From an optimization exercise on the open Yosys and OpenROAD flow, aimed at small area; shortcuts taken in it are not production practice.
Only simulation tests tie the RTL to the original design; equivalence was not proved.
The flow treats the clock pin as an ideal source, which a real chip does not have.
Power figures rest on the tool's default switching activity, not on a simulated workload.

<file path="design.v">
module ipass_rpmseq #(
    parameter integer T_SETTLE = 100    
) (
    input  wire        clk,
    input  wire        rst,             
    input  wire [6:0]  cfg_dev_addr,    
    input  wire        cmd_valid,
    output wire        cmd_ready,
    input  wire [31:0] cmd_word,
    output wire        rsp_valid,
    input  wire        rsp_ready,
    output wire [1:0]  rsp_status,
    output wire [15:0] rsp_data,
    output wire        bt_req_valid,
    input  wire        bt_req_ready,
    output wire        bt_req_rw,
    output wire [6:0]  bt_req_addr,
    output wire [1:0]  bt_req_len,
    output wire [15:0] bt_req_wdata,
    input  wire        bt_rsp_valid,
    input  wire        bt_rsp_ok,
    input  wire [7:0]  bt_rsp_rdata,
    output wire [7:0]  port_wdata,
    output wire [1:0]  port_write,
    output wire [1:0]  port_flush,
    output wire        busy
);
    localparam [2:0] S_IDLE  = 3'd0;
    localparam [2:0] S_STEP  = 3'd6;
    localparam [2:0] S_REQ   = 3'd1;
    localparam [2:0] S_WAIT  = 3'd3;
    localparam [2:0] S_SHIFT = 3'd4;    
    localparam [2:0] S_SHF   = 3'd5;    
    localparam [2:0] S_SHI   = 3'd7;    
    localparam [2:0] S_RESP  = 3'd2;
    reg [2:0]  state;
    reg [6:0]  dev_addr;
    reg [23:0] r;               
    reg [6:0]  cnt;             
    reg        bo;              
    reg [2:0]  idx0, idx1;
    reg        fa, fb, fr, ph;
    wire       unit = fa, dir = fb, done = ph, rw = ph, wr = fa;
    wire [3:0] op = cmd_word[31:28];
    wire z70   = (cmd_word[7:0] == 8'd0);
    wire z158  = (cmd_word[15:8] == 8'd0);
    wire z2316 = (cmd_word[23:16] == 8'd0);
    wire op_b  = !op[3] && !op[2] && (op[1] || op[0]);      
    wire op_w  = (op == 4'h4);
    wire op_s  = (op == 4'h8);
    wire op_e  = (op == 4'h9);
    wire legal = !cmd_word[27] && !cmd_word[25] &&
                 (op_s ||
                  (!cmd_word[24] && z158 &&
                   ((op_e && z2316 && z70) ||
                    (!cmd_word[26] && (op_w || (op_b && z70))))));
    wire illegal = !legal;
    function [3:0] rom;
        input [2:0] k;
        case (k)
            3'd0: rom = 4'h1;
            3'd1: rom = 4'h3;
            3'd2: rom = 4'h2;
            3'd3: rom = 4'h6;
            3'd4: rom = 4'h4;
            3'd5: rom = 4'hC;
            3'd6: rom = 4'h8;
            default: rom = 4'h9;
        endcase
    endfunction
    wire in_step  = (state == S_STEP);
    wire in_shift = (state == S_SHIFT) || (state == S_SHF) || (state == S_SHI);
    wire clr      = in_step ? done : (!rw || (state != S_SHIFT));
    wire st_bit   = (cnt[4:1] == 4'b0100) &&
                    (cnt[0] ? (state == S_SHI) : (state == S_SHF));
    wire c_lt24   = (cnt[6:5] == 2'b00) && !(cnt[4] && cnt[3]);
    wire sh_last  = (cnt[2:0] == 3'b111) &&
                    (clr ? (cnt[4:3] == 2'b10) : fr ? (cnt[4:3] == 2'b00)
                                                             : (cnt[4:3] == 2'b01));
    wire sh       = (in_step && c_lt24) || in_shift;
    wire y        = in_step && !done && (cnt[4:1] == 4'd0);    
    wire bo_in    = bo;
    wire x        = r[0];
    wire sin      = clr ? st_bit : (x ^ y ^ bo_in);
    wire bo_nx    = (!x && (y || bo_in)) || (y && bo_in);
    wire c126     = (cnt[6:1] == 6'b111111);
    wire ev_write = in_step && !done && c126 && !cnt[0];
    wire ev_flush = in_step && !done && c126 &&  cnt[0];
    wire [1:0] move     = bo ? (r[1:0] - 2'd1) : 2'd3;
    wire [2:0] cur_idx  = unit ? idx1 : idx0;
    wire [2:0] next_idx = dir ? (cur_idx - {1'b0, move}) : (cur_idx + {1'b0, move});
    wire [3:0] pattern  = rom(next_idx);
    wire answer = (state == S_WAIT) && bt_rsp_valid;
    assign cmd_ready    = (state == S_IDLE) && !rst;
    assign busy         = (state != S_IDLE) && !rst;
    assign rsp_valid    = (state == S_RESP) && !rst;
    assign rsp_status   = r[9:8];
    assign rsp_data     = {r[23:16], r[7:0]};
    assign bt_req_valid = (state == S_REQ) && !rst;
    assign bt_req_rw    = rw;
    assign bt_req_addr  = dev_addr;
    assign bt_req_len   = (wr && !rw) ? 2'd2 : 2'd1;
    assign bt_req_wdata = {r[23:16], r[7:0]};
    assign port_wdata   = {pattern, pattern};
    assign port_write   = (ev_write && !rst) ? (unit ? 2'b10 : 2'b01) : 2'b00;
    assign port_flush   = (ev_flush && !rst) ? (unit ? 2'b10 : 2'b01) : 2'b00;
    always @(posedge clk) begin
        if (state == S_IDLE)
            r <= cmd_word[23:0];
        else if (sh)
            r <= {sin, r[23:1]};
        else if (answer && bt_rsp_ok && rw)
            r[23:16] <= bt_rsp_rdata;
    end
    always @(posedge clk) begin
        cnt <= ((state == S_IDLE) || answer) ? 7'd0 : cnt + 7'd1;
        if (state == S_IDLE) bo <= 1'b0;
        else if (sh) bo <= bo_nx;
    end
    always @(posedge clk) begin
        if (rst) begin
            state    <= S_IDLE;
            dev_addr <= cfg_dev_addr;
            idx0     <= 3'd0;
            idx1     <= 3'd0;
        end else begin
            case (state)
                S_IDLE: begin
                    fa   <= cmd_word[26] | cmd_word[30];
                    fb   <= cmd_word[24] | cmd_word[28];
                    fr   <= cmd_word[29];
                    ph   <= 1'b0;
                    if (cmd_valid)
                        state <= illegal ? S_SHI : op[3] ? S_STEP : S_REQ;
                end
                S_STEP: begin
                    if (ev_write) begin
                        if (unit) idx1 <= next_idx;
                        else      idx0 <= next_idx;
                    end
                    if (ev_flush && bo)
                        ph <= 1'b1;
                    if (done && c126 && !cnt[0])
                        state <= S_RESP;
                end
                S_REQ: begin
                    if (bt_req_ready)
                        state <= S_WAIT;
                end
                S_WAIT: begin
                    if (bt_rsp_valid) begin
                        state <= bt_rsp_ok ? S_SHIFT : S_SHF;
                    end
                end
                S_SHIFT, S_SHF, S_SHI: begin
                    if (sh_last) begin
                        if (state == S_SHIFT && fr) begin
                            fr    <= fb;
                            fb    <= 1'b0;
                            ph    <= 1'b1;
                            state <= S_REQ;
                        end else begin
                            state <= S_RESP;
                        end
                    end
                end
                S_RESP: begin
                    if (rsp_ready)
                        state <= S_IDLE;
                end
            endcase
        end
    end
endmodule
</file>
<file path="flow/run.sh">
#!/bin/bash
# Layout: the standard ORFS flow (standard.sh) with three changes:
#  1. after the standard synthesis, the combinational cells are mapped again
#     with Yosys/ABC for area, with several ABC seeds; every flip-flop
#     instance of the standard synthesis is kept as it is (same names, same
#     cells). The smallest new netlist that Yosys proves equivalent to the
#     standard one is used; if none is, the standard netlist is kept;
#  2. each port is buffered by sky130_fd_sc_hd__buf_1;
#  3. CTS uses clkbuf_4/clkbuf_8 with no dummy loads.
# Each tool's output goes to a log file in this folder.
set -euo pipefail
here=$(pwd)
res=$here/orfs/results/$FLOW_PLATFORM/ipass_rpmseq/base
vars=(BUFFER_PORTS_ARGS="-buffer_cell sky130_fd_sc_hd__buf_1"
      CTS_ARGS="-sink_clustering_enable -repair_clock_nets -buf_list {sky130_fd_sc_hd__clkbuf_4 sky130_fd_sc_hd__clkbuf_8} -sink_clustering_size 10 -dont_use_dummy_load")

bash standard.sh "${vars[@]}" synth > log_1_synth.log 2>&1

lib=$FLOW_HOME/platforms/$FLOW_PLATFORM/lib/sky130_fd_sc_hd__tt_025C_1v80.lib
du=$(sed -n '/DONT_USE_CELLS += /,/^$/p' $FLOW_HOME/platforms/$FLOW_PLATFORM/config.mk \
     | grep -o 'sky130_fd_sc_hd__[a-z0-9_]*' | sed 's/^/-dont_use /' | tr '\n' ' ')
yosys=$FLOW_HOME/../tools/install/yosys/bin/yosys
[ -x "$yosys" ] || yosys=$(command -v yosys)
cp $res/1_2_yosys.v $here/std_1_2_yosys.v

remap() {  # $1 = seed
  local s=$1
  echo "strash; dc2; strash; &get -n; &deepsyn -T 30 -S $s; &put; dch -f; map -a; mfs2; strash; dch -f; map -a; topo; dnsize" > $here/remap_$s.abc
  cat > $here/remap_$s.ys <<EOY
read_liberty -ignore_miss_func $lib
blackbox sky130_fd_sc_hd__df* sky130_fd_sc_hd__edf* sky130_fd_sc_hd__sdf* sky130_fd_sc_hd__sedf* sky130_fd_sc_hd__dl*
read_verilog $here/std_1_2_yosys.v
hierarchy -top $FLOW_TOP
flatten
opt -full
abc -liberty $lib $du -script $here/remap_$s.abc
opt_clean -purge
hilomap -singleton -hicell sky130_fd_sc_hd__conb_1 HI -locell sky130_fd_sc_hd__conb_1 LO
splitnets
opt_clean -purge
insbuf -buf sky130_fd_sc_hd__buf_4 A X
tee -o $here/remap_$s.stat stat -liberty $lib
write_verilog -noattr -nohex -nodec $here/remap_$s.v
EOY
  $yosys -s $here/remap_$s.ys > log_2_remap_$s.log 2>&1 || rm -f $here/remap_$s.v
}
prove() {  # $1 = netlist
  cat > $here/prove.ys <<EOY
read_liberty -lib $lib
read_verilog $1
hierarchy -top $FLOW_TOP
check -assert -mapped
design -reset
read_liberty -ignore_miss_func $lib
read_verilog $here/std_1_2_yosys.v
rename $FLOW_TOP gold
read_verilog $1
rename $FLOW_TOP gate
hierarchy -check
flatten gold gate
rename -hide gold/w:_* gate/w:_*
opt_clean
equiv_make gold gate eq
hierarchy -top eq
equiv_simple -seq 2
equiv_induct
equiv_status -assert
EOY
  $yosys -s $here/prove.ys > log_3_prove_$(basename $1 .v).log 2>&1
}

for s in 1 2 3 4; do remap $s & done; wait
for s in 5 6 7 8; do remap $s & done; wait

# candidates, smallest area first
ls $here/remap_*.v 2>/dev/null | while read f; do
  st=${f%.v}.stat
  a=$(grep -o "Chip area for module .*: [0-9.]*" $st | awk '{print $NF}')
  echo "$a $f"
done | sort -n > $here/remap_candidates.txt || true
used=""
while read a f; do
  if prove $f; then used=$f; break; fi
done < $here/remap_candidates.txt
if [ -n "$used" ]; then
  cp $used $res/1_2_yosys.v
  rm -f $res/1_synth.odb $res/1_synth.sdc
  echo "re-mapped netlist used: $used" > remap_result.txt
else
  echo "no re-mapped netlist proven: standard netlist kept" > remap_result.txt
fi

bash standard.sh "${vars[@]}" finish > log_4_layout.log 2>&1
</file>
<file path="standard.sh">
#!/bin/bash
# synth_recipe.tcl (not shown) runs the flow's synth.tcl, then flattens the netlist and writes it again
# the make line also repeats each setting of config.mk as NAME=value (left out here)
make -C /OpenROAD-flow-scripts/flow DESIGN_CONFIG=/design/flow/config.mk WORK_HOME=/design/flow/orfs CLKGATE_MAP_FILE= SYNTH_SCRIPT=/design/flow/synth_recipe.tcl "${@:-finish}"
</file>
<file path="config.mk">
export PLATFORM = sky130hd
export DESIGN_NAME = ipass_rpmseq
export DESIGN_NICKNAME = ipass_rpmseq
export VERILOG_FILES = /design/flow/design.v
export SDC_FILE = /design/flow/constraint.sdc
export NUM_CORES = 4
export LEC_CHECK = 0
export ABC_AREA = 1
export CAP_MARGIN = 20
export CORE_MARGIN = 2
export CORE_UTILIZATION = 40
export PLACE_DENSITY = 0.6
export SLEW_MARGIN = 20
</file>
<file path="constraint.sdc">
create_clock -name core_clock -period 5.0 [get_ports {clk}]
set_input_delay 1.0000 -clock core_clock [delete_from_list [all_inputs] [get_ports {clk}]]
set_output_delay 1.0000 -clock core_clock [all_outputs]
set_load 0.01 [all_outputs]
</file>
==> results of run 1 <==
metrics by stage:
step | std cells | area [um^2] | hold slack (ns)
floorplan | 349 | 2840 | 0.428
global placement | 522 | 3110 | 0.449
detailed placement | 522 | 3120 | 0.449
CTS | 527 | 3190 | 0.472
global route | 527 | 3190 | 0.494
finish | 527 | 3190 | 0.469
layout by cell type, fill, tap and decap left out:
cell type  count
nand2_1       85
o31ai_2        1
buf_1        113
nor3_1        14
xnor2_1        3
dfxtp_1       17
nand3_1        8
clkbuf_8       5
nor4_1         3
a31oi_1        2
edfxtp_1      35
a22oi_1        4
a21boi_0       1
nor2_1        50
or3_1          1
o22ai_1        8
or2_2          2
buf_4          2
a311oi_1       1
o31ai_1        1
o21bai_1       1
a2bb2oi_1      1
a32oi_1        1
and2_1         1
mux2i_1        2
clkinv_1      34
o41ai_1        1
a21oi_1       14
o21ai_0       20
per-layer routing:
metal  share of wire  wire [um]
met3           0.049        333
met2            0.50       3420
met1            0.44       2980
met4           0.015        104
met5               0          0
tightest hold or removal path, stage by stage, from the launching register on:
cell and delay, ns:
dfxtp_1 0.34, nand2_1 0.05, o21ai_0 0.05
path summary, 6_finish.rpt:
path / from / end / slack, ns / cells past startpoint
setup reg to reg: state[1] / r[17] / 1.86 / 9
hold / removal: idx1[2] / idx1[2] / 0.47 / 2
setup / recovery: bo / port_wdata[2] / 1.36 / 12
hold reg to reg: idx1[2] / idx1[2] / 0.47 / 2
final cells by class:
| class | instances | area (um^2) | share of cell area |
|---|---|---|---|
| clock buffer | 5 | 68.8 | 0.0216 |
| inverter | 34 | 128 | 0.0400 |
| multi-input combinational | 225 | 1040 | 0.326 |
| sequential | 52 | 1390 | 0.437 |
| tap | 96 | 120 | 0.0377 |
| timing repair buffer | 115 | 439 | 0.138 |
power groups by stage:
stage	clock [W]	combinational (W)	sequential, W
floorplan	0	0.000747	0.000774
global placement	0	0.000821	0.000804
detailed placement	0	0.000829	0.000809
CTS	0.000220	0.000833	0.000800
global route	0.000235	0.000937	0.000821
finish	0.000215	0.000823	0.000797
state kept, by name (all words and copies together), names as in the netlist, 3 cells and up:
name	cells
idx0	3
idx1	3
state	3
r	24
cnt	7
dev_addr	7
==> results.yml, run 1 <==
outcome:
  status: "complete, no violations"
power_and_ir_drop:
  powerDensity_nw_per_um2: 576
  finalPower_w: 0.00183
  power_frac_seq: 0.435
  leakage_nw: 1.15
  clkPwrFrac: 0.117
  p_sw_w: 0.000803
  comb_power_share: 0.448
  ir_worst_vdd_v: 0.000255
  switching_share: 0.438
  internal_power_w: 0.00103
synthesis:
  syn_area_per_cell_um2: 8.13
  syn_area_um2: 2840
  synthesis.nets: 403
  yosys_warnings: 1
  syn_inst: 349
critical_path:
  critPathCaptureType: "output port"
  critPathLaunchType: "flip-flop"
  path_max_fanout: 4
  critPathRequiredTime_ns: 4.00
  crit_top_cell: "a21oi_1"
  worst-path-buf-inv: 2
  setup.worst_path.class: "reg2out"
  worstPathArrival_ns: 2.64
  cp_cell_sequence: "clkinv_1 > nor2_1 > nor2_1 > xnor2_1 > or2_2 > nand3_1 > nand2_1 > xnor2_1 > a21oi_1 > a21oi_1 > a21oi_1 > buf_1"
  slowest_delay_ns: 0.42
  cpMaxStageDelayCell: "dfxtp_1"
  crit_family: "simple AND/OR/NAND/NOR gates"
drt:
  vias: 2579
  dr.pass1.iters: 4
  viasPerCell: 4.89
  routed_wl_mm: 6.84
  drtAntennaViolNets: 0
  post-route-drc-count: 0
  wl_per_cell_um: 13.0
  drtIter0Drc: 111
sta:
  slew_viol_final: 0
  post-route-min-period_ns: 3.64
  skew_ns: 0.0137
  tightest_slew_ns: 0.758
  final_hold_viol_count: 0
  finalSetupViolCount: 0
  fin_crit_sh: 0.728
  tns_ns: 0
  rsz0062_at_grt: "no"
  slew_headroom: 0.491
  fin_ws_ns: 1.36
  fmax_ghz: 0.275
placement:
  dp_hpwl_mm: 5.43
  port_buffers: 113
  place.gp.congestion: 0.883
  dp_slack_ns: 1.65
worst_hold_path:
  hold_path_class: "reg2reg"
layout:
  num-nets-final: 487
  antenna_cells: 0
  final_util: 0.466
  drive_gt1_frac: 0.0232
  fillers: 736
  area_delta_synth_final_pct: 12.3
floorplanning:
  die_w_um: 88.2
  die_height_um: 88.2
  start_util: 0.416
  die-area_um2: 7790
  num_io_pins: 114
  core_um2: 6830
  core.rowCount: 30
flow_run:
  timing.max_cap.violations: 0
clock_tree:
  cts_tree: "done"
  cts.sinks: 52
  clock_latency_ns: 0.30
  post_cts_resized: 0
  clockBufferDepth: 2
  cts_setup_buffers: 0
  cts_buffers: 5
  root_buffer: "clkbuf_8"
  cts_max_level: 2
  postCtsHoldBufs: 0
  clk_pin_slew_ns: 0.09
global_route:
  grt_use_total: 0.174
  grt_pass1_vias: 2344
  grt_use_met3: 0.0345
  grt_busiest_layer: "met2"
  use_met1: 0.214
  grt_overflow: 0
  grt_pass1_wl_mm: 10.4
  grt_max_degree: 24
  met2_usage: 0.306
  antenna_found_initial: 0
==> run 2: changes to the inputs <==
--- a/flow/run.sh
+++ b/flow/run.sh
@@ -9,2 +9,4 @@
 #  3. CTS uses clkbuf_4/clkbuf_8 with no dummy loads.
+# The re-mapped netlist keeps pass-through outputs as assigns (no buffers);
+# buffer_ports then gives each port its own buffer.
 # Each tool's output goes to a log file in this folder.
@@ -40,3 +42,3 @@
 opt_clean -purge
-insbuf -buf sky130_fd_sc_hd__buf_4 A X
+
 tee -o $here/remap_$s.stat stat -liberty $lib
--- a/config.mk
+++ b/config.mk
@@ -11,2 +11,3 @@
 export CORE_UTILIZATION = 40
+export GPL_TIMING_DRIVEN = 0
 export PLACE_DENSITY = 0.6
==> run 2 against run 1 <==
  * Still clean
  * Flip-flop and latch count is the same
  * First-iteration DRC count grew 0.90%
  * Register-to-register slack lost 0.11 ns
  * Final cell count shrank 3.8%
  * Sequential share of layout area grew 0.35 points
  * Die area shrank 9.6%
  * Clock power is essentially flat
  * Sequential power shrank 0.8%
  * Final area shrank 0.79%
  * Power grew 0.11%
  * Worst hold slack lost 0.0017 ns
  * Largest power group unchanged
  * Highest routed layer unchanged
==> results.yml, run 2 <==
outcome:
  status: "complete, no violations"
critical_path:
  cp_cell_sequence: "nor2_1 > clkinv_1 > nor2_2 > buf_6 > clkinv_1 > nor2_1 > buf_1"
  worst-path-buf-inv: 4
  path_max_fanout: 21
  rr_startpoint: "state[1]"
  rrSetupSlack_ns: 1.75
  critPathCaptureType: "output port"
  r2r_cells: 9
  crit_family: "buffers and inverters"
  critPathRequiredTime_ns: 4.00
  timing.rr.end: "r[17]"
  critPathLaunchType: "flip-flop"
  slowest_delay_ns: 0.53
  worstPathArrival_ns: 2.67
  cpMaxStageDelayCell: "clkinv_1"
  setup.worst_path.class: "reg2out"
  path_depth: 7
worst_hold_path:
  worstHoldStart: "cnt[0]"
  hold_path_class: "reg2reg"
  whs_endpoint: "cnt[0]"
  timing.hold.worst_path_depth: 1
global_route:
  antenna_found_initial: 0
  grt_overflow: 0
  grt_max_degree: 22
  grt_pass1_wl_mm: 10.8
  grt_use_met3: 0.0406
  grt_use_total: 0.190
  grt_pass1_vias: 2348
  grt_busiest_layer: "met2"
  met2_usage: 0.327
  use_met1: 0.241
layout:
  top_register: "r"
  largest_reg_flops: 24
  drive_gt1_frac: 0.0233
  final_common_cell: "buf_1"
  area_delta_synth_final_pct: 23.8
  reg_top3: "r: 24 flops, cnt: 7 flops, dev_addr: 7 flops"
  final_cell_mix: "113 x buf_1, 85 x nand2_1, 49 x nor2_1"
  antenna_cells: 0
  fillers: 655
  num-nets-final: 486
flow_run:
  timing.max_cap.violations: 0
drt:
  routed_wl_mm: 6.68
  wl_per_cell_um: 13.2
  vias: 2562
  drtAntennaViolNets: 0
  post-route-drc-count: 0
  dr.pass1.iters: 4
  drtIter0Drc: 112
  viasPerCell: 5.05
sta:
  slew_headroom: 0.471
  tns_ns: 0
  post-route-min-period_ns: 3.67
  rsz0062_at_grt: "no"
  finalSetupViolCount: 0
  fin_crit_sh: 0.734
  skew_ns: 0.0230
  slew_viol_final: 0
  final_hold_viol_count: 0
  fmax_ghz: 0.272
  tightest_slew_ns: 0.787
clock_tree:
  post_cts_resized: 0
  cts.sinks: 52
  root_buffer: "clkbuf_8"
  postCtsHoldBufs: 0
  cts_max_level: 2
  clockBufferDepth: 2
  cts_tree: "done"
  clock_latency_ns: 0.31
  cts_setup_buffers: 0
  clk_pin_slew_ns: 0.10
  cts_buffers: 5
placement:
  dp_hpwl_mm: 5.21
  port_buffers: 113
  place.gp.congestion: 0.854
power_and_ir_drop:
  leakage_nw: 1.15
  finalPower_w: 0.00184
  ir_worst_vdd_v: 0.000288
  powerDensity_nw_per_um2: 581
floorplanning:
  start_util: 0.407
  die_height_um: 83.9
  die-area_um2: 7040
  core.rowCount: 29
  die_w_um: 83.9
  num_io_pins: 114
  core_um2: 6280
synthesis:
  yosys_warnings: 1
  syn_area_um2: 2550
  synthesis.nets: 365
  syn_area_per_cell_um2: 8.21
  syn_inst: 311
[run 2: worst reg2reg max path: cells and delay by family, from the launching register on]
kind                   cells  cell delay, ns
and+or+nand+nor            3            0.88
DFF                        1            0.44
AOI/OAI and AO/OA          3            0.58
buffers and inverters      3            1.09
[run 2: how the worst max path moves through the flow]
stage,from,endpoint,slack [ns]
after CTS,state[0],cmd_ready,1.31
final,state[0],cmd_ready,1.33
after global routing,state[0],cmd_ready,1.10
after global placement,state[1],cmd_ready,0.35
after detailed placement,state[1],cmd_ready,1.66
after floorplan,state[1],cmd_ready,1.64
[run 2: power breakdown]
group          internal (W)  switching (W)  total [W]
logic              0.000255       0.000572   0.000827
clock network     0.0000907       0.000127   0.000218
registers          0.000683       0.000108   0.000791
total               0.00103       0.000808    0.00184
[run 2: final cells by class]
| class | instances | area [um^2] | area share |
|---|---|---|---|
| tap | 77 | 96.3 | 0.0305 |
| clock buffer | 5 | 68.8 | 0.0218 |
| sequential | 52 | 1390 | 0.440 |
| multi-input combinational | 225 | 1040 | 0.330 |
| inverter | 34 | 128 | 0.0404 |
| timing repair buffer | 114 | 435 | 0.138 |
[run 2: metrics by stage]
stage,hold slack [ns],setup slack [ns],cells,utilization,area [um^2]
2_1_floorplan,0.428,1.64,311,-,2550
3_3_place_gp,0.440,0.346,501,0.490,3070
3_5_place_dp,0.447,1.66,502,0.492,3090
4_1_cts,0.475,1.31,507,0.503,3160
5_1_grt,0.506,1.10,507,0.504,3160
6_report,0.468,1.33,507,0.504,3160
[run 2: per-layer routing]
metal / vias up / wire length (um)
met5: - / 0
met4: 0 / 81
met3: 10 / 328
met2: 74 / 3290
met1: 1178 / 2980
li1: 1300 / -
==> run 3: changes to the inputs <==
--- a/flow/run.sh
+++ b/flow/run.sh
@@ -8,3 +8,5 @@
 #  2. each port is buffered by sky130_fd_sc_hd__buf_1;
-#  3. CTS uses clkbuf_4/clkbuf_8 with no dummy loads.
+#  3. CTS uses clkbuf_4/clkbuf_8 with no dummy loads; the root clock buffer,
+#     which only drives the leaf clock buffers, is then sized down to
+#     clkbuf_2 (flow/post_cts.tcl).
 # The re-mapped netlist keeps pass-through outputs as assigns (no buffers);
@@ -16,3 +18,4 @@
 vars=(BUFFER_PORTS_ARGS="-buffer_cell sky130_fd_sc_hd__buf_1"
-      CTS_ARGS="-sink_clustering_enable -repair_clock_nets -buf_list {sky130_fd_sc_hd__clkbuf_4 sky130_fd_sc_hd__clkbuf_8} -sink_clustering_size 10 -dont_use_dummy_load")
+      CTS_ARGS="-sink_clustering_enable -repair_clock_nets -buf_list {sky130_fd_sc_hd__clkbuf_4 sky130_fd_sc_hd__clkbuf_8} -sink_clustering_size 10 -dont_use_dummy_load"
+      POST_CTS_TCL=$here/flow/post_cts.tcl)
 
==> flow/post_cts.tcl (new file) <==
# POST_CTS hook: the root clock buffer (the one the clk port drives) only
# drives the few leaf clock buffers of the tree, so give it a small cell.
# Every register still gets its clock through the same root and one leaf
# buffer, so the tree's balance is unchanged.
set block [ord::get_db_block]
set small [[ord::get_db] findMaster sky130_fd_sc_hd__clkbuf_2]
foreach it [[$block findNet clk] getITerms] {
  set inst [$it getInst]
  if {[string match sky130_fd_sc_hd__clkbuf_* [[$inst getMaster] getName]]} {
    set n 0
    foreach o [[[$inst findITerm X] getNet] getITerms] { incr n }
    if {$n <= 9} {
      puts "post_cts: [$inst getName] [[$inst getMaster] getName] -> sky130_fd_sc_hd__clkbuf_2 ($n pins on its net)"
      $inst swapMaster $small
    }
  }
}
--- a/config.mk
+++ b/config.mk
@@ -10,5 +10,5 @@
 export CORE_MARGIN = 2
-export CORE_UTILIZATION = 40
+export CORE_UTILIZATION = 50
 export GPL_TIMING_DRIVEN = 0
-export PLACE_DENSITY = 0.6
+export PLACE_DENSITY = 0.7
 export SLEW_MARGIN = 20
==> run 3 against run 2 <==
  * Via count shrank 2.1%
  * Utilization grew 12 points
  * Highest routed layer unchanged
  * Combinational power about the same
  * Clock power down 8%
  * Count of clock-buffer cells in the layout stayed put
  * Largest cell class unchanged
  * Synthesized cell count stayed put
  * Critical path type unchanged
  * Clock skew shrank 0.0064 ns
  * Final area down 0.44%
  * First-iteration DRC count up 79%
  * Non-clock buffer count unchanged
==> results.yml, run 3 <==
outcome:
  status: "complete, no violations"
clock_tree:
  cts_tree: "done"
  clk_pin_slew_ns: 0.09
  clock_latency_ns: 0.39
  cts.sinks: 52
placement:
  post_dp_cell_area_um2: 3080
  dp_hpwl_mm: 4.87
  port_buffers: 113
  place.gp.congestion: 0.895
drt:
  routed_wl_mm: 6.32
  viasPerCell: 5.02
  wl_per_cell_um: 12.6
  dr.pass1.iters: 4
  post-route-drc-count: 0
  drtAntennaViolNets: 0
  vias: 2508
  drtIter0Drc: 201
sta:
  finalSetupViolCount: 0
  tightest_slew_ns: 0.775
  rsz0062_at_grt: "no"
  post-route-min-period_ns: 3.68
  fmax_ghz: 0.271
  fin_crit_sh: 0.737
  slew_viol_final: 0
  skew_ns: 0.0166
  whs_ns: 0.468
  final_hold_viol_count: 0
  tns_ns: 0
  slew_headroom: 0.479
flow_run:
  timing.max_cap.violations: 0
critical_path:
  setup.worst_path.class: "reg2out"
  critPathCaptureType: "output port"
  worstPathArrival_ns: 2.68
  path_max_fanout: 4
  critPathLaunchType: "flip-flop"
  critPathRequiredTime_ns: 4.00
floorplanning:
  core.rowCount: 26
  die-area_um2: 5690
  num_io_pins: 114
  core_um2: 5010
  start_util: 0.510
  die_w_um: 75.5
  die_height_um: 75.5
layout:
  top_register: "r"
  num-nets-final: 486
  final_cell_mix: "113 x buf_1, 85 x nand2_1, 49 x nor2_1"
  largest_reg_flops: 24
  final_common_cell: "buf_1"
  drive_gt1_frac: 0.0233
  multi_input_area_um2: 1040
  area_delta_synth_final_pct: 23.3
  reg_top3: "r: 24 flops, cnt: 7 flops, dev_addr: 7 flops"
  post-route-cell-area_um2: 3150
  ff_latch_area_um2: 1390
  fillers: 498
  antenna_cells: 0
power_and_ir_drop:
  leakage_nw: 1.15
  powerDensity_nw_per_um2: 578
  ir_worst_vdd_v: 0.000449
global_route:
  grt_use_met3: 0.0476
  antenna_found_initial: 0
  grt_pass1_vias: 2194
  grt_busiest_layer: "met2"
  grt_max_degree: 22
  grt_use_total: 0.225
  use_met1: 0.288
  met2_usage: 0.388
  grt_overflow: 0
  grt_pass1_wl_mm: 9.71
synthesis:
  synthesis.nets: 365
  syn_area_per_cell_um2: 8.21
  syn_inst: 311
  syn_area_um2: 2550
  yosys_warnings: 1
worst_hold_path:
  hold_path_class: "reg2reg"
-- run 3: worst paths after layout --
path / slack [ns] / depth (start not counted) / from / end
setup / recovery: 1.32 / 12 / bo / port_wdata[6]
hold / removal: 0.47 / 1 / cnt[0] / cnt[0]
setup reg to reg: 1.79 / 9 / state[1] / r[23]
hold reg to reg: 0.47 / 1 / cnt[0] / cnt[0]
-- run 3: per-stage QoR --
stage / total power [W] / setup slack, ns / instances / utilization
after floorplan: 0.00131 / 1.64 / 311 / -
after global placement: 0.00160 / 0.414 / 494 / 0.612
after detailed placement: 0.00163 / 1.68 / 495 / 0.615
after global routing: 0.00197 / 1.07 / 500 / 0.628
final: 0.00182 / 1.32 / 500 / 0.628
-- run 3: area by class of cell --
type	count	share of cell area
sequential	52	0.442
multi-input combinational	225	0.331
tap	70	0.0278
inverter	34	0.0405
timing repair buffer	114	0.140
clock buffer	5	0.0191
-- run 3: layer usage --
layer,part of all wire,routed length [um]
met3,0.061,384
met5,0,0
met4,0.015,97
met1,0.44,2770
met2,0.48,3070
-- run 3: worst max-delay path: stages (launching register included) --
cell and delay, ns:
dfxtp_1 0.39, clkinv_1 0.13, nor2_1 0.21, nor2_1 0.08
xnor2_1 0.13, or2_2 0.30, nand3_1 0.09, nand2_1 0.07
xnor2_1 0.32, a21oi_1 0.11, a21oi_1 0.23, a21oi_1 0.10
buf_1 0.15
-- run 3: power breakdown --
group,switching (W),internal [W]
Sequential,0.000109,0.000683
Combinational,0.000566,0.000259
Clock,0.000125,0.0000767
Total,0.000800,0.00102
==> run 4: changes to the inputs <==
--- a/design.v
+++ b/design.v
@@ -28,5 +28,5 @@
     localparam [2:0] S_IDLE  = 3'd0;
-    localparam [2:0] S_STEP  = 3'd6;
+    localparam [2:0] S_STEP  = 3'd3;
     localparam [2:0] S_REQ   = 3'd1;
-    localparam [2:0] S_WAIT  = 3'd3;
+    localparam [2:0] S_WAIT  = 3'd2;
     localparam [2:0] S_SHIFT = 3'd4;    
@@ -34,3 +34,3 @@
     localparam [2:0] S_SHI   = 3'd7;    
-    localparam [2:0] S_RESP  = 3'd2;
+    localparam [2:0] S_RESP  = 3'd6;
     reg [2:0]  state;
==> run 4 against run 3 <==
  * Combinational power up 13%
  * Setup slack worse by 0.26 ns
  * Flip-flop and latch count unchanged
  * Critical path depth unchanged
  * Synthesized cell count down 0.64%
  * Clock skew up 0.0068 ns
  * Via count up 1.9%
  * First-iteration DRC count down 27%
  * Final cell count down 0.40%
  * Count of clock-buffer cells in the layout unchanged
  * Critical endpoint unchanged
  * Highest routed layer unchanged
==> results.yml, run 4 <==
outcome:
  status: "complete, no violations"
layout:
  fillers: 479
  area_delta_synth_final_pct: 23.1
  post-route-cell-area_um2: 3140
  drive_gt1_frac: 0.0210
  final_cell_mix: "113 x buf_1, 69 x nand2_1, 53 x nor2_1"
  final_common_cell: "buf_1"
  largest_reg_flops: 24
  top_register: "r"
  antenna_cells: 0
  num-nets-final: 484
  reg_top3: "r: 24 flops, cnt: 7 flops, dev_addr: 7 flops"
floorplanning:
  die_w_um: 75.5
  core.rowCount: 26
  num_io_pins: 114
  die_height_um: 75.5
  core_um2: 5010
  die-area_um2: 5690
  start_util: 0.510
power_and_ir_drop:
  powerDensity_nw_per_um2: 614
  p_sw_w: 0.000879
  power_frac_seq: 0.413
  internal_power_w: 0.00105
  clkPwrFrac: 0.106
  leakage_nw: 1.11
  comb_power_share: 0.481
  switching_share: 0.455
  ir_worst_vdd_v: 0.000337
critical_path:
  slowest_delay_ns: 0.45
  path_max_fanout: 4
  critPathLaunchType: "flip-flop"
  rrSetupSlack_ns: 1.83
  startpoint: "r[0]"
  critPathRequiredTime_ns: 4.00
  rr_startpoint: "state[1]"
  worstPathArrival_ns: 2.94
  cpMaxStageDelayCell: "edfxtp_1"
  setup.worst_path.class: "reg2out"
  cp_cell_sequence: "clkinv_1 > nor2_1 > nor2_1 > xnor2_1 > or2_2 > nand3_1 > nand2_1 > xnor2_1 > o21ai_0 > o21a_1 > a21oi_1 > buf_1"
  critPathCaptureType: "output port"
synthesis:
  syn_inst: 309
  syn_area_per_cell_um2: 8.26
  yosys_warnings: 1
  synthesis.nets: 363
  syn_area_um2: 2550
global_route:
  grt_max_degree: 25
  grt_use_total: 0.235
  grt_overflow: 0
  antenna_found_initial: 0
  grt_pass1_vias: 2317
  grt_pass1_wl_mm: 10.2
drt:
  routed_wl_mm: 6.34
  dr.pass1.iters: 4
  post-route-drc-count: 0
  drtAntennaViolNets: 0
  wl_per_cell_um: 12.7
  vias: 2555
  drtIter0Drc: 147
  viasPerCell: 5.13
sta:
  rsz0062_at_grt: "no"
  slew_headroom: 0.457
  skew_ns: 0.0235
  slew_viol_final: 0
  fin_crit_sh: 0.788
  finalSetupViolCount: 0
  tns_ns: 0
  fin_ws_ns: 1.06
  tightest_slew_ns: 0.809
  post-route-min-period_ns: 3.94
  fmax_ghz: 0.254
  final_hold_viol_count: 0
flow_run:
  timing.max_cap.violations: 0
placement:
  port_buffers: 113
  post_dp_cell_area_um2: 3080
  place.gp.congestion: 0.950
  dp_slack_ns: 1.52
  dp_hpwl_mm: 4.86
clock_tree:
  cts.sinks: 52
  clock_latency_ns: 0.39
  clk_pin_slew_ns: 0.10
  cts_tree: "done"
worst_hold_path:
  worstHoldStart: "idx1[1]"
  hold_path_class: "reg2reg"
==> run 4: power by group through the flow <==
| stage | registers (W) | logic (W) | clock network [W] |
|---|---|---|---|
| floorplan | 0.000865 | 0.000522 | 0 |
| detailed placement | 0.000802 | 0.000927 | 0 |
| global placement | 0.000799 | 0.000906 | 0 |
| finish | 0.000797 | 0.000929 | 0.000204 |
| global route | 0.000823 | 0.00106 | 0.000223 |
==> run 4: final cells by class <==
class | instances | area (um^2) | share of cell area
well taps | 70 | 87.6 | 0.0279
inverters | 39 | 146 | 0.0466
repair buffers | 114 | 439 | 0.140
flip-flops and latches | 52 | 1390 | 0.443
clock buffers | 5 | 60.1 | 0.0191
multi-input cells | 218 | 1020 | 0.324
==> run 4: routing by layer <==
metal  track usage  vias to the layer above  share of wire
met5             0                        -              0
met4        0.0799                        0          0.021
met3        0.0489                       14          0.065
met2         0.380                       98           0.47
met1         0.315                     1142           0.45
li1              -                     1301              -
==> run 4: per-stage QoR <==
| stage | cells | utilization | hold slack [ns] | power, W |
|---|---|---|---|---|
| 6_report | 498 | 0.627 | 0.471 | 0.00193 |
| 3_3_place_gp | 492 | 0.612 | 0.457 | 0.00170 |
| 5_1_grt | 498 | 0.627 | 0.483 | 0.00211 |
| 3_5_place_dp | 493 | 0.615 | 0.459 | 0.00173 |
| 2_1_floorplan | 309 | - | 0.443 | 0.00139 |
==> run 4: critical path, delay by kind of cell (launching register included) <==
kind | cells | cell delay, ns
AND/OR/NAND/NOR | 5 | 0.81
AO/OA/AOI/OAI | 3 | 0.50
XOR/XNOR | 2 | 0.46
flip-flops | 1 | 0.45
buffers and inverters | 2 | 0.31
==> run 4: worst paths after layout <==
kind / to / cells past startpoint
min reg2reg: idx1[1] / 2
max: port_wdata[6] / 12
min: idx1[1] / 2
max reg2reg: state[2] / 10
==> run 5: changes to the inputs <==
--- a/flow/run.sh
+++ b/flow/run.sh
@@ -5,4 +5,6 @@
 #     instance of the standard synthesis is kept as it is (same names, same
-#     cells). The smallest new netlist that Yosys proves equivalent to the
-#     standard one is used; if none is, the standard netlist is kept;
+#     cells). Gates (not inverters/buffers) driving more than 16 loads are
+#     duplicated, each copy driving a share of the loads (flow/split_fanout.py).
+#     The smallest new netlist that Yosys proves equivalent to the standard
+#     one is used; if none is, the standard netlist is kept;
 #  2. each port is buffered by sky130_fd_sc_hd__buf_1;
@@ -87,2 +89,4 @@
 while read a f; do
+  python3 $here/flow/split_fanout.py $f ${f%.v}_split.v 16 > log_3_split_$(basename $f .v).log 2>&1 || cp $f ${f%.v}_split.v
+  if prove ${f%.v}_split.v; then used=${f%.v}_split.v; break; fi
   if prove $f; then used=$f; break; fi
==> flow/split_fanout.py (new file) <==
#!/usr/bin/env python3
"""Split high-fanout combinational nets of a mapped netlist by duplicating the
driving gate: every net driven by a combinational gate output (Y/X; not an
inverter or buffer, which drive such loads well enough) with more than
MAX_FANOUT loads gets copies of its driver, each driving an equal share of
the loads. The logic function is unchanged (the copies have the same
inputs). Usage: split_fanout.py in.v out.v [MAX_FANOUT]"""
import re, sys

src, dst = sys.argv[1], sys.argv[2]
max_fo = int(sys.argv[3]) if len(sys.argv) > 3 else 16
text = open(src).read()

inst_re = re.compile(r'(\n\s*)(sky130_fd_sc_hd__\w+)\s+(\\\S+\s|\S+)\s*\((.*?)\n\s*\);', re.S)
pin_re = re.compile(r'\.(\w+)\(((?:[^()]|\([^()]*\))*)\)')

insts = []
for m in inst_re.finditer(text):
    pins = [(p, v.strip()) for p, v in pin_re.findall(m.group(4))]
    insts.append((m, m.group(2), m.group(3).strip(), pins))

# nets that are also module ports or used in assigns are left alone
ports = set(re.findall(r'\b(?:input|output)\s+(?:\[\d+:\d+\]\s*)?(\w+)\s*;', text))
assigned = set()
for a in re.findall(r'assign\s+(.*?);', text, re.S):
    for tok in re.findall(r'\\\S+|[A-Za-z_][\w$]*(?:\s*\[\d+\])?', a):
        assigned.add(tok.strip())

driver, loads = {}, {}
for idx, (m, cell, name, pins) in enumerate(insts):
    for p, v in pins:
        if p in ('X', 'Y') and not re.search(r'__(df|edf|sdf|sedf|dl|inv|clkinv|buf|clkbuf)', cell):
            driver[v] = idx
        elif p not in ('Q', 'Q_N', 'X', 'Y', 'HI', 'LO'):
            loads.setdefault(v, []).append((idx, p))

def fmt(v):
    # escaped identifiers end at whitespace
    return v + ' ' if v.startswith('\\') else v

new_pin = {}          # (inst idx, pin) -> new net
extra = []            # new instance texts
wires = []
count = 0
for net, ls in loads.items():
    if net not in driver or len(ls) <= max_fo:
        continue
    base = net.split('[')[0].lstrip('\\').strip()
    if base in ports or net in assigned:
        continue
    m, cell, name, pins = insts[driver[net]]
    copies = (len(ls) + max_fo - 1) // max_fo
    for k in range(1, copies):
        count += 1
        nn = f'split_fo_{count}_'
        wires.append(f'  wire {nn};\n')
        body = ',\n'.join(f'    .{p}({nn if p in ("X", "Y") else fmt(v)})' for p, v in pins)
        extra.append(f'  {cell} split_fo_{count}_inst (\n{body}\n  );\n')
        for (li, lp) in ls[k::copies]:
            new_pin[(li, lp)] = nn

out, last = [], 0
for idx, (m, cell, name, pins) in enumerate(insts):
    out.append(text[last:m.start()])
    if any((idx, p) in new_pin for p, _ in pins):
        body = ',\n'.join(f'    .{p}({fmt(new_pin.get((idx, p), v))})' for p, v in pins)
        out.append(f'{m.group(1)}{cell} {m.group(3)}(\n{body}\n  );')
    else:
        out.append(m.group(0))
    last = m.end()
rest = text[last:]
end = rest.rindex('endmodule')
out.append(rest[:end] + ''.join(extra) + rest[end:])
res = ''.join(out)
# declare the new wires after the module header
hdr_end = res.index(');', res.index('module ')) + 2
res = res[:hdr_end] + '\n' + ''.join(wires) + res[hdr_end:]
open(dst, 'w').write(res)
print(f'split_fanout: {count} driver copies added (max fanout {max_fo})')
==> run 5 against run 4 <==
  * Clock skew decreased by 0.0076 ns
  * Non-clock buffer count shrank 1
  * Flip-flop and latch count did not move
  * Sequential share of layout area rose by 0.19 points
  * Via count decreased by 0.23%
  * Power down 1.3%
  * Count of clock-buffer cells in the layout is the same
  * Worst hold slack improved by 0.00072 ns
  * Register-to-register slack worse by 0.47 ns
  * Synthesized area up 0.15%
  * Clock power is 3% lower
  * Largest power group unchanged
==> results.yml, run 5 <==
outcome:
  status: "complete, no violations"
global_route:
  grt_pass1_vias: 2168
  grt_overflow: 0
  grt_max_degree: 25
  grt_pass1_wl_mm: 9.36
  antenna_found_initial: 0
  grt_use_total: 0.215
placement:
  place_inst: 493
  place.gp.congestion: 0.925
  dp_hpwl_mm: 4.82
  post_dp_cell_area_um2: 3070
  port_buffers: 113
floorplanning:
  num_io_pins: 114
  core_um2: 5010
  die_w_um: 75.5
  core.rowCount: 26
  die_height_um: 75.5
  die-area_um2: 5700
  start_util: 0.510
drt:
  vias: 2549
  top_layer: "met4"
  viasPerCell: 5.12
  routed_wl_mm: 6.19
  post-route-drc-count: 0
  wl_met2_mm: 2.99
  drtAntennaViolNets: 0
  met1_length_mm: 2.80
  wl_per_cell_um: 12.4
  drtIter0Drc: 134
  route.met3.wl_um: 334
  dr.pass1.iters: 4
clock_tree:
  clock_latency_ns: 0.39
  cts_tree: "done"
  clk_pin_slew_ns: 0.09
  cts.sinks: 52
sta:
  skew_ns: 0.0158
  slew_viol_final: 0
  slew_headroom: 0.448
  rsz0062_at_grt: "no"
  fin_crit_sh: 0.760
  final_hold_viol_count: 0
  tightest_slew_ns: 0.823
  post-route-min-period_ns: 3.80
  fmax_ghz: 0.263
  tns_ns: 0
  finalSetupViolCount: 0
critical_path:
  path_max_fanout: 4
  timing.rr.end: "state[2]"
  critPathRequiredTime_ns: 4.00
  crit_family: "simple AND/OR/NAND/NOR gates"
  setup.worst_path.class: "reg2out"
  worst-path-buf-inv: 2
  cpMaxStageDelayCell: "edfxtp_1"
  cp_cell_sequence: "clkinv_1 > nor2_1 > nor2_1 > xnor2_1 > or2_2 > nand3_1 > nand2_1 > xnor2_1 > o21ai_0 > o21a_1 > a21oi_1 > buf_1"
  slowest_delay_ns: 0.43
  rr_startpoint: "state[1]"
  rrSetupSlack_ns: 1.36
  r2r_cells: 10
  critPathLaunchType: "flip-flop"
  worstPathArrival_ns: 2.80
  critPathCaptureType: "output port"
worst_hold_path:
  timing.hold.worst_path_depth: 2
  whs_endpoint: "idx1[0]"
  hold_path_class: "reg2reg"
  worstHoldStart: "idx1[0]"
power_and_ir_drop:
  finalPower_w: 0.00190
  powerDensity_nw_per_um2: 609
  leakage_nw: 1.11
  ir_worst_vdd_v: 0.000401
layout:
  final_cells: 498
  final_common_cell: "buf_1"
  reg_top3: "r: 24 flops, cnt: 7 flops, dev_addr: 7 flops"
  largest_reg_flops: 24
  post-route-cell-area_um2: 3130
  drive_gt1_frac: 0.0164
  final_cell_mix: "113 x buf_1, 69 x nand2_1, 55 x nor2_1"
  num-nets-final: 484
  area_delta_synth_final_pct: 22.4
  final_util: 0.625
  antenna_cells: 0
  top_register: "r"
synthesis:
  synthesis.nets: 364
  yosys_warnings: 1
  syn_area_um2: 2560
  syn_inst: 310
  syn_area_per_cell_um2: 8.25
flow_run:
  timing.max_cap.violations: 0
run 5: tightest hold or removal path, delay by kind of cell (launching register included):
kind / cells / cell delay, ns
flip-flops: 1 / 0.31
AO/OA/AOI/OAI: 1 / 0.07
buffers and inverters: 1 / 0.05
run 5: per-stage QoR:
| step | worst slack [ns] | hold slack, ns |
|---|---|---|
| floorplan | 1.62 | 0.443 |
| global placement | 1.45 | 0.458 |
| detailed placement | 1.43 | 0.459 |
| global route | 0.826 | 0.501 |
| finish | 1.20 | 0.472 |
run 5: layout make-up:
cell class | count | area (um^2)
fill | 479 | 1880
sequential | 52 | 1390
multi-input combinational | 219 | 1020
timing repair buffer | 113 | 424
inverter | 39 | 146
tap | 70 | 87.6
clock buffer | 5 | 60.1
run 5: worst max path at each step:
stage / from / end / slack [ns] / depth (start not counted)
after global routing: r[0] / port_wdata[2] / 0.83 / 12
after global placement: state[1] / state[1] / 1.45 / 10
final: r[0] / port_wdata[2] / 1.20 / 12
after detailed placement: state[1] / state[1] / 1.43 / 10
after floorplan: r[0] / port_wdata[2] / 1.62 / 11
run 5: metal layers:
metal	track usage	up-vias
met5	0	-
met4	0.0643	0
met3	0.0450	7
met2	0.375	79
met1	0.270	1160
li1	-	1303
run 5: where the power goes:
group	internal, W	switching [W]	total [W]	leakage (nW)
Combinational	0.000272	0.000638	0.000910	0.588
Clock	0.0000765	0.000121	0.000197	0.0329
Sequential	0.000690	0.000107	0.000798	0.486

port drivers added, routing unchanged:
The results above use ideal ports. As a check the final layouts listed here were re-extracted and re-timed, cells and wires unchanged. Step 1 assumes that a clkbuf_16 drives the clock port and a buf_2 every other input. Step 2 times the ports against the registers' clock, not the clock port: input delays grow and output delays shrink by t, the midpoint of the rising clock arrivals with the driver on. Three values: ideal ports, drivers, drivers and shift; two values: the first two.
| run | t, ns | slack for setup (ns) | hold WS [ns] | clock arrival spread, ns |
|---|---|---|---|---|
| run 1 | 0.319 | 1.361 / 1.334 / 1.637 | 0.469 / 0.469 / 0.469 | 0.014 / 0.013 |
| run 2 | 0.322 | 1.330 / 1.302 / 1.624 | 0.468 / 0.468 / 0.468 | 0.024 / 0.024 |
| run 3 | 0.401 | 1.316 / 1.291 / 1.632 | 0.468 / 0.468 / 0.468 | 0.017 / 0.016 |
| run 4 | 0.398 | 1.060 / 1.037 / 1.436 | 0.471 / 0.471 / 0.471 | 0.024 / 0.023 |
| run 5 | 0.410 | 1.200 / 1.176 / 1.359 | 0.472 / 0.472 / 0.472 | 0.015 / 0.016 |
After both steps setup and hold are still met in every run listed.
